Context: an optimization exercise on an open-source flow, tuned for small area, a short achievable clock period and few clock cycles. The choices shown serve that exercise and are no tape-out recipe.
At most, simulation tests tie the RTL to the original design; equivalence was not proved.

==> inputs of build 28 <==
==> flow/design.v (excerpt) <==
module romdec (
    input  wire        clk,
    input  wire        rst,
    input  wire        start,
    input  wire [2:0]  unit,
    input  wire [15:0] maxlen,
    input  wire [15:0] in_len,
    input  wire [15:0] bias,
    output wire        busy,
    output wire        done,
    output wire [3:0]  code,
    output wire [15:0] count,
    output wire [31:0] fault_info,
    output reg         in_re,
    output reg  [15:0] in_addr,
    input  wire [7:0]  in_rdata,
    output reg         out_we,
    output reg  [15:0] out_waddr,
    output reg  [7:0]  out_wdata,
    output reg         out_re,
    output reg  [15:0] out_raddr,
    input  wire [7:0]  out_rdata
);
    localparam C_NONE = 4'd0, C_OK = 4'd1, C_UNDERRUN = 4'd2, C_BADREF = 4'd3,
               C_BOUND = 4'd4, C_CEILING = 4'd5, C_BADHDR = 4'd8, C_BADCMD = 4'd9;
    localparam [5:0]
        K_INIT = 6'd0,
        K_TOK  = 6'd1,    
        K_B1   = 6'd2,    
        K_C1   = 6'd3,    
        K_C0   = 6'd4,    
        K_LIT  = 6'd5,    
        K_OFF  = 6'd6,    
        K_LO   = 6'd7,
        K_HI   = 6'd8,
        K_N    = 6'd9,
        X_CHK  = 6'd10,   
        X_RUN  = 6'd11,   
        S_INIT = 6'd12,
        S_B0   = 6'd13,
        S_B1   = 6'd14,
        S_B2   = 6'd15,
        S_TOK  = 6'd16,
        S_RH   = 6'd17,
  ...
export LEC_CHECK = 0
export CAP_MARGIN = 20
export CORE_MARGIN = 2
export CORE_UTILIZATION = 30
export PLACE_DENSITY = 0.5
export SLEW_MARGIN = 20
create_clock -name core_clock -period 8.0 [get_ports {clk}]
run.sh (not shown) runs the stock make flow with config.mk's settings and CLKGATE_MAP_FILE= SYNTH_SCRIPT=/design/flow/synth_recipe.tcl, a recipe that flattens the netlist after the stock synthesis.
==> build 76 (differences from build 28) <==
--- a/flow/design.v
+++ b/flow/design.v
@@ -55,15 +55,19 @@
         E_B2   = 6'd28,
         E_TOK  = 6'd29,
         E_TH   = 6'd30,
         E_FL   = 6'd31,
         E_RAW  = 6'd32,
         E_V    = 6'd33,
         E_WH   = 6'd34,
-        E_WL   = 6'd35;
+        E_WL   = 6'd35,
+        D_W    = 6'd36,
+        D_END  = 6'd37,
+        S_B3   = 6'd38,
+        E_LT   = 6'd39;
     reg        busy_q, done_q;
     reg [5:0]  ph;
     reg [3:0]  code_q;
     reg        kb;         
     reg        sx;         
     reg [15:0] ra;         
     reg [7:0]  hbuf;       
@@ -118,15 +122,15 @@
             K_HI:    x_off = {3'b111, head[7:3], off[7:0]};
             S_RH:    x_off = {4'hF, off[11:8] + head[7:4], off[7:0]};
             default: x_off = {8'hFF, head};
         endcase
     end
     wire [16:0] x_sum = {1'b0, wp} + {1'b0, x_off} + {16'd0, we_q};
     wire        x_one = &x_off;
-    wire [15:0] s_x    = (ph == S_B1) ? {head, off[7:0]} : {off[7:0], off[15:8]};
+    wire [15:0] s_x    = off;
     wire        s_fits = (s_x <= aux);
     wire [11:0] s_t    = {4'd0, head} + 12'd18 + {~wp[11:0]} + {11'd0, ~we_q};
     wire g1 = |kd[16:2];
     wire g2 = |kd[16:3];
     wire g4 = |kd[16:5];
     wire sd_empty = ~|kd[8:1];
     function [7:0] dcm_step;
@@ -158,35 +162,35 @@
                 dcm_step = 8'd0;
             else if (s[8])
                 dcm_step = 8'd255;
             else
                 dcm_step = s[7:0];
         end
     endfunction
-    wire [7:0] dcm_next = dcm_step(dacc, (ph == D_HI) ? head[7:4] : head[3:0]);
-    wire       ebit   = head[~bp];
+    wire [7:0] dcm_next = dcm_step(dacc, off[3:0]);
+    wire       eb0    = head[~bp];
+    wire       eb1    = head[~bp - 3'd1];
+    wire       et2    = (nb[4:1] != 4'd0) && (bp != 3'd7);
+    wire [4:0] nb_n   = nb - (et2 ? 5'd2 : 5'd1);
+    wire       e_last = (nb_n == 5'd0);
+    wire [6:0] fsh_n  = et2 ? {fsh[4:0], eb0, eb1} : {fsh[5:0], eb0};
+    wire [15:0] acc_n = et2 ? {acc[13:0], eb0, eb1} : {acc[14:0], eb0};
     wire [2:0] efm_k  = efm[0] + efm[1] + efm[2] + efm[3] + efm[4];
     wire [4:0] efirst = (efm_k != 3'd0) ? {2'd0, efm_k} : epl;
     wire [1:0] fp1 = efm[0];
     wire [1:0] fp2 = efm[0] + efm[1];
     wire [2:0] fp3 = efm[0] + efm[1] + efm[2];
     wire [2:0] fp4 = efm[0] + efm[1] + efm[2] + efm[3];
     wire [4:0] eflags = {efm[4] & fsh[fp4], efm[3] & fsh[fp3], efm[2] & fsh[fp2],
                          efm[1] & fsh[fp1], efm[0] & fsh[0]};
-    reg  [15:0] e_x;
-    always @* begin
-        case (ph)
-            E_H4:    e_x = kd[15:0];
-            E_B2:    e_x = off;
-            default: e_x = acc | {eflags, 11'd0};
-        endcase
-    end
-    wire [15:0] e_sum = e_x + aux;
-    wire        e_dec = (emode == 3'd4);
-    wire [15:0] e_step = acc + {{15{e_dec}}, 1'b1};
+    wire [15:0] e_v    = acc | {eflags, 11'd0};
+    wire [15:0] e_sum  = e_v + aux;
+    wire        e_inc  = (emode == 3'd0) || (emode == 3'd3);
+    wire        e_dec  = (emode == 3'd4);
+    wire [15:0] e_step = e_v + {{15{e_dec}}, e_inc | e_dec};
     wire k_ph = (ph <= K_N);
     wire e_rd = (ph >= E_TOK) && (ph <= E_RAW);
     reg take, rdb;
     always @* begin
         take = 1'b0;
         if (rl != 2'd0 && k_ph) begin
             take = 1'b1;
@@ -194,17 +198,17 @@
             case (ph)
                 K_INIT, S_INIT, D_INIT, E_INIT: take = 1'b1;
                 K_TOK: take = kd[0] ? g1 : (kd[1] ? g2 : g4);
                 K_B1:  take = kd[0] & g1;
                 K_C0:  take = g1;
                 K_LIT, K_OFF, K_LO, K_HI, K_N: take = 1'b1;
                 S_B0, S_B1, S_TOK, S_RH: take = 1'b1;
-                D_HI:  take = 1'b1;
+                D_W, D_HI: take = 1'b1;
                 E_H0, E_H1, E_H2, E_H3, E_H4, E_H5: take = 1'b1;
-                E_TOK, E_TH, E_FL, E_RAW: take = (bp == 3'd7);
+                E_TOK, E_TH, E_FL, E_RAW: take = (bp == 3'd7) || (et2 && bp == 3'd6);
                 default: ;
             endcase
         end
         rdb = e_rd ? (bp == 3'd0) : take;
         if (ph == K_INIT || ph == S_INIT || ph == D_INIT || ph == E_INIT)
             rdb = 1'b0;
         if (!busy_q) begin
@@ -449,20 +453,24 @@
                 end
                 S_B0: begin
                     off[7:0] <= head;
                     ph       <= S_B1;
                 end
                 S_B1: begin
                     off[15:8] <= head;
-                    zf        <= s_fits;
+                    ph        <= S_B2;
+                end
+                S_B2: begin
+                    off <= {off[7:0], off[15:8]};
+                    zf  <= s_fits;
                     if (s_fits)
                         lim <= s_x + 16'd2;
-                    ph <= S_B2;
+                    ph <= S_B3;
                 end
-                S_B2: begin
+                S_B3: begin
                     if (!zf && s_fits) begin
                         lim  <= s_x + 16'd2;
                         iend <= (s_x == 16'd0);
                     end else begin
                         iend <= (lim == 16'd2);
                     end
                     zf <= 1'b0;
@@ -489,29 +497,35 @@
                         finish(C_OK);
                     end else begin
                         setsrc;
                         cnt <= {5'd0, head[3:0]} + 9'd3;
                         ph  <= X_CHK;
                     end
                 end
-                D_INIT: ph <= D_LO;
-                D_LO: begin
-                    if (iend) begin
+                D_INIT: ph <= D_W;
+                D_W: begin
+                    off[7:0] <= head;
+                    if (iend)
                         finish(C_OK);
-                    end else begin
-                        dacc <= dcm_next;
-                        emit(dcm_next);
-                        ph   <= D_HI;
-                    end
+                    else
+                        ph <= D_LO;
+                end
+                D_LO: begin
+                    dacc     <= dcm_next;
+                    emit(dcm_next);
+                    off[3:0] <= off[7:4];
+                    ph       <= D_HI;
                 end
                 D_HI: begin
-                    dacc <= dcm_next;
+                    dacc     <= dcm_next;
                     emit(dcm_next);
-                    ph   <= D_LO;
+                    off[7:0] <= head;
+                    ph       <= iend ? D_END : D_LO;
                 end
+                D_END: finish(C_OK);
                 E_INIT: ph <= E_H0;
                 E_H0: begin
                     acc[7:0] <= head;
                     epl      <= head[4:0];
                     ph       <= E_H1;
                 end
                 E_H1: begin
@@ -523,97 +537,100 @@
                     ph       <= E_H3;
                 end
                 E_H3: begin
                     kd[7:0] <= head;
                     ph      <= E_H4;
                 end
                 E_H4: begin
-                    kd[15:0]  <= e_sum;
                     off[15:8] <= head;
                     ph        <= E_H5;
                 end
                 E_H5: begin
                     off[7:0] <= head;
+                    fsh      <= 7'd0;
+                    nb       <= 5'd2;
                     if (acc[7:0] > 8'd16) begin
                         lim <= {8'd0, acc[7:0]};
                         finish(C_BADHDR);
                     end else begin
-                        ph <= E_B2;
+                        ph <= E_TOK;
                     end
                 end
-                E_B2: begin
-                    off <= e_sum;
-                    ph  <= E_TOK;
-                end
                 E_TOK: begin
-                    et  <= ebit;
-                    nb  <= ebit ? 5'd6 : 5'd5;
-                    fsh <= 7'd0;
-                    bp  <= bp + 3'd1;
-                    ph  <= E_TH;
+                    fsh <= fsh_n;
+                    bp  <= bp + (et2 ? 3'd2 : 3'd1);
+                    nb  <= nb_n;
+                    if (e_last) begin
+                        et <= fsh_n[1];
+                        nb <= fsh_n[1] ? 5'd5 : 5'd4;
+                        ph <= E_TH;
+                    end
                 end
                 E_TH: begin
-                    fsh <= {fsh[5:0], ebit};
-                    bp  <= bp + 3'd1;
-                    nb  <= nb - 5'd1;
-                    if (nb == 5'd1) begin
-                        cnt <= {4'd0, fsh[2:0], ebit} + 9'd1;
+                    fsh <= fsh_n;
+                    bp  <= bp + (et2 ? 3'd2 : 3'd1);
+                    nb  <= nb_n;
+                    if (e_last) begin
+                        cnt <= {5'd0, fsh_n[3:0]} + 9'd1;
+                        fsh <= 7'd0;
                         if (!et) begin
-                            emode <= fsh[3] ? 3'd1 : 3'd0;
-                            acc   <= fsh[3] ? off : kd[15:0];
+                            emode <= fsh_n[4] ? 3'd1 : 3'd0;
+                            acc   <= fsh_n[4] ? off : kd[15:0];
                             ph    <= E_WH;
-                        end else if (fsh[4:0] == 5'b11111 && ebit) begin
-                            finish(C_OK);
                         end else begin
-                            emode <= {1'b0, fsh[4:3]} + 3'd2;
-                            fsh   <= 7'd0;
+                            emode <= {1'b0, fsh_n[5:4]} + 3'd2;
                             acc   <= 16'd0;
                             nb    <= efirst;
-                            ph    <= (efm_k != 3'd0) ? E_FL : (epl != 5'd0) ? E_RAW : E_V;
+                            if (fsh_n[5:4] == 2'd3)
+                                ph <= E_LT;
+                            else
+                                ph <= (efm_k != 3'd0) ? E_FL : (epl != 5'd0) ? E_RAW : E_WH;
                         end
                     end
                 end
+                E_LT: begin
+                    if (cnt == 9'd16)
+                        finish(C_OK);
+                    else
+                        ph <= (efm_k != 3'd0) ? E_FL : (epl != 5'd0) ? E_RAW : E_WH;
+                end
                 E_FL: begin
-                    fsh <= {fsh[5:0], ebit};
-                    bp  <= bp + 3'd1;
-                    nb  <= nb - 5'd1;
-                    if (nb == 5'd1) begin
+                    fsh <= fsh_n;
+                    bp  <= bp + (et2 ? 3'd2 : 3'd1);
+                    nb  <= nb_n;
+                    if (e_last) begin
                         nb <= epl;
-                        ph <= (epl != 5'd0) ? E_RAW : E_V;
+                        ph <= (epl != 5'd0) ? E_RAW : E_WH;
                     end
                 end
                 E_RAW: begin
-                    acc <= {acc[14:0], ebit};
-                    bp  <= bp + 3'd1;
-                    nb  <= nb - 5'd1;
-                    if (nb == 5'd1)
-                        ph <= E_V;
-                end
-                E_V: begin
-                    acc <= e_sum;
-                    ph  <= E_WH;
+                    acc <= acc_n;
+                    bp  <= bp + (et2 ? 3'd2 : 3'd1);
+                    nb  <= nb_n;
+                    if (e_last)
+                        ph <= E_WH;
                 end
                 E_WH: begin
-                    emit(acc[15:8]);
+                    emit(e_sum[15:8]);
                     ph <= E_WL;
                 end
                 E_WL: begin
-                    emit(acc[7:0]);
+                    emit(e_sum[7:0]);
                     cnt <= cnt - 9'd1;
-                    if (emode == 3'd0 || emode == 3'd3 || emode == 3'd4)
-                        acc <= e_step;
+                    acc <= e_step;
+                    fsh <= 7'd0;
                     if (cnt == 9'd1) begin
                         if (emode == 3'd0)
                             kd[15:0] <= e_step;
+                        nb <= 5'd2;
                         ph <= E_TOK;
                     end else if (emode == 3'd5) begin
-                        fsh <= 7'd0;
                         acc <= 16'd0;
                         nb  <= efirst;
-                        ph  <= (efm_k != 3'd0) ? E_FL : (epl != 5'd0) ? E_RAW : E_V;
+                        ph  <= (efm_k != 3'd0) ? E_FL : (epl != 5'd0) ? E_RAW : E_WH;
                     end else begin
                         ph <= E_WH;
                     end
                 end
                 default: ;
                 endcase
             end
==> flow/config.mk (replaced) <==
export PLATFORM = sky130hd
export DESIGN_NAME = romdec
export DESIGN_NICKNAME = romdec
export VERILOG_FILES = /design/flow/design.v
export SDC_FILE = /design/flow/constraint.sdc
export NUM_CORES = 4
export LEC_CHECK = 0
export CAP_MARGIN = 20
export CORE_MARGIN = 2
export CORE_UTILIZATION = 40
export PLACE_DENSITY = 0.6
export SETUP_SLACK_MARGIN = 3.5
export SLEW_MARGIN = 20
==> build 13 (differences from build 28) <==
--- a/flow/config.mk
+++ b/flow/config.mk
@@ -5,8 +5,9 @@
 export SDC_FILE = /design/flow/constraint.sdc
 export NUM_CORES = 4
 export LEC_CHECK = 0
 export CAP_MARGIN = 20
 export CORE_MARGIN = 2
 export CORE_UTILIZATION = 30
 export PLACE_DENSITY = 0.5
+export SETUP_SLACK_MARGIN = 4.5
 export SLEW_MARGIN = 20
==> summary of the runs <==
- Build 13 ran to the end with no violations. Build 28 went through all stages and came out clean. Build 76 completed with no timing, DRC or antenna violations.
- Of build 76 and build 13, build 13 has the higher via count (gap 8.1%, measured against build 13).
- Fmax: build 28 < build 76 < build 13.
- Critical path depth, highest first: build 28, build 13, build 76.
- The highest non-clock buffer count belongs to build 13, the lowest to build 28.
- Clock-buffer cell count, lowest first: build 13, build 28, build 76.
==> figures <==
| item | build 28 | build 76 | build 13 |
|---|---|---|---|
| Detailed Place HPWL | 70090 um | 67180 um | 70520 um |
| Layout non-clock buf frac | 9.712% | 10.13% | 19.70% |
| Proportion of cell area spent on the clock network | 3.823% | 4.254% | 3.272% |
| Antenna cell count | 1 | 0 | 0 |
| Transition time of the tightest slew-check pin | 1.151 ns | 1.095 ns | 1.080 ns |
| FFs & Latches | 214 | 222 | 214 |
| Number of fill cells in the layout | 6662 | 4740 | 6182 |
| Total number of placement rows | 93 | 81 | 93 |
| Result of the run | finished clean | finished clean | finished clean |
| Number of multi-input combinational cells in the layout | 1913 | 1920 | 1918 |
| Worst reg-to-reg path cell count | 22 | 8 | 20 |
Testbench counts of build 76, summed over its fixed seeds: cycles 511,377.
Function not checked in build 28 and build 13: the RTL went through the layout flow alone.

static timing again, ports no longer ideal:
How much do the figures lean on ideal ports? The routed layouts below were timed once more, with nothing changed but the port constraints. Step 1 assumes that a clkbuf_16 drives the clock port and a buf_2 every other input. Step 2 also shifts input and output timing later by t, the mid clock arrival at the registers, as if the neighbouring blocks saw the same clock. Three values: no drivers, after step 1, after step 2; two values: the first two.
run	t, ns	slack for setup (ns)	worst setup path after step 2	slew at the worst register clock pin (ns)	worst slew at a driven data input, ns
build 28	0.647	1.832 / 1.832 / 1.696	input to register	0.07 / 0.07	0.05
build 76	0.638	3.558 / 3.557 / 2.952	input to register	0.06 / 0.06	0.06
build 13	0.637	3.689 / 3.708 / 3.071	input to register	0.07 / 0.07	0.06
After both steps every run listed still meets setup and hold. For build 13, which loses most, drivers alone change the setup slack by +0.019 ns; drivers and shift together by -0.618 ns.
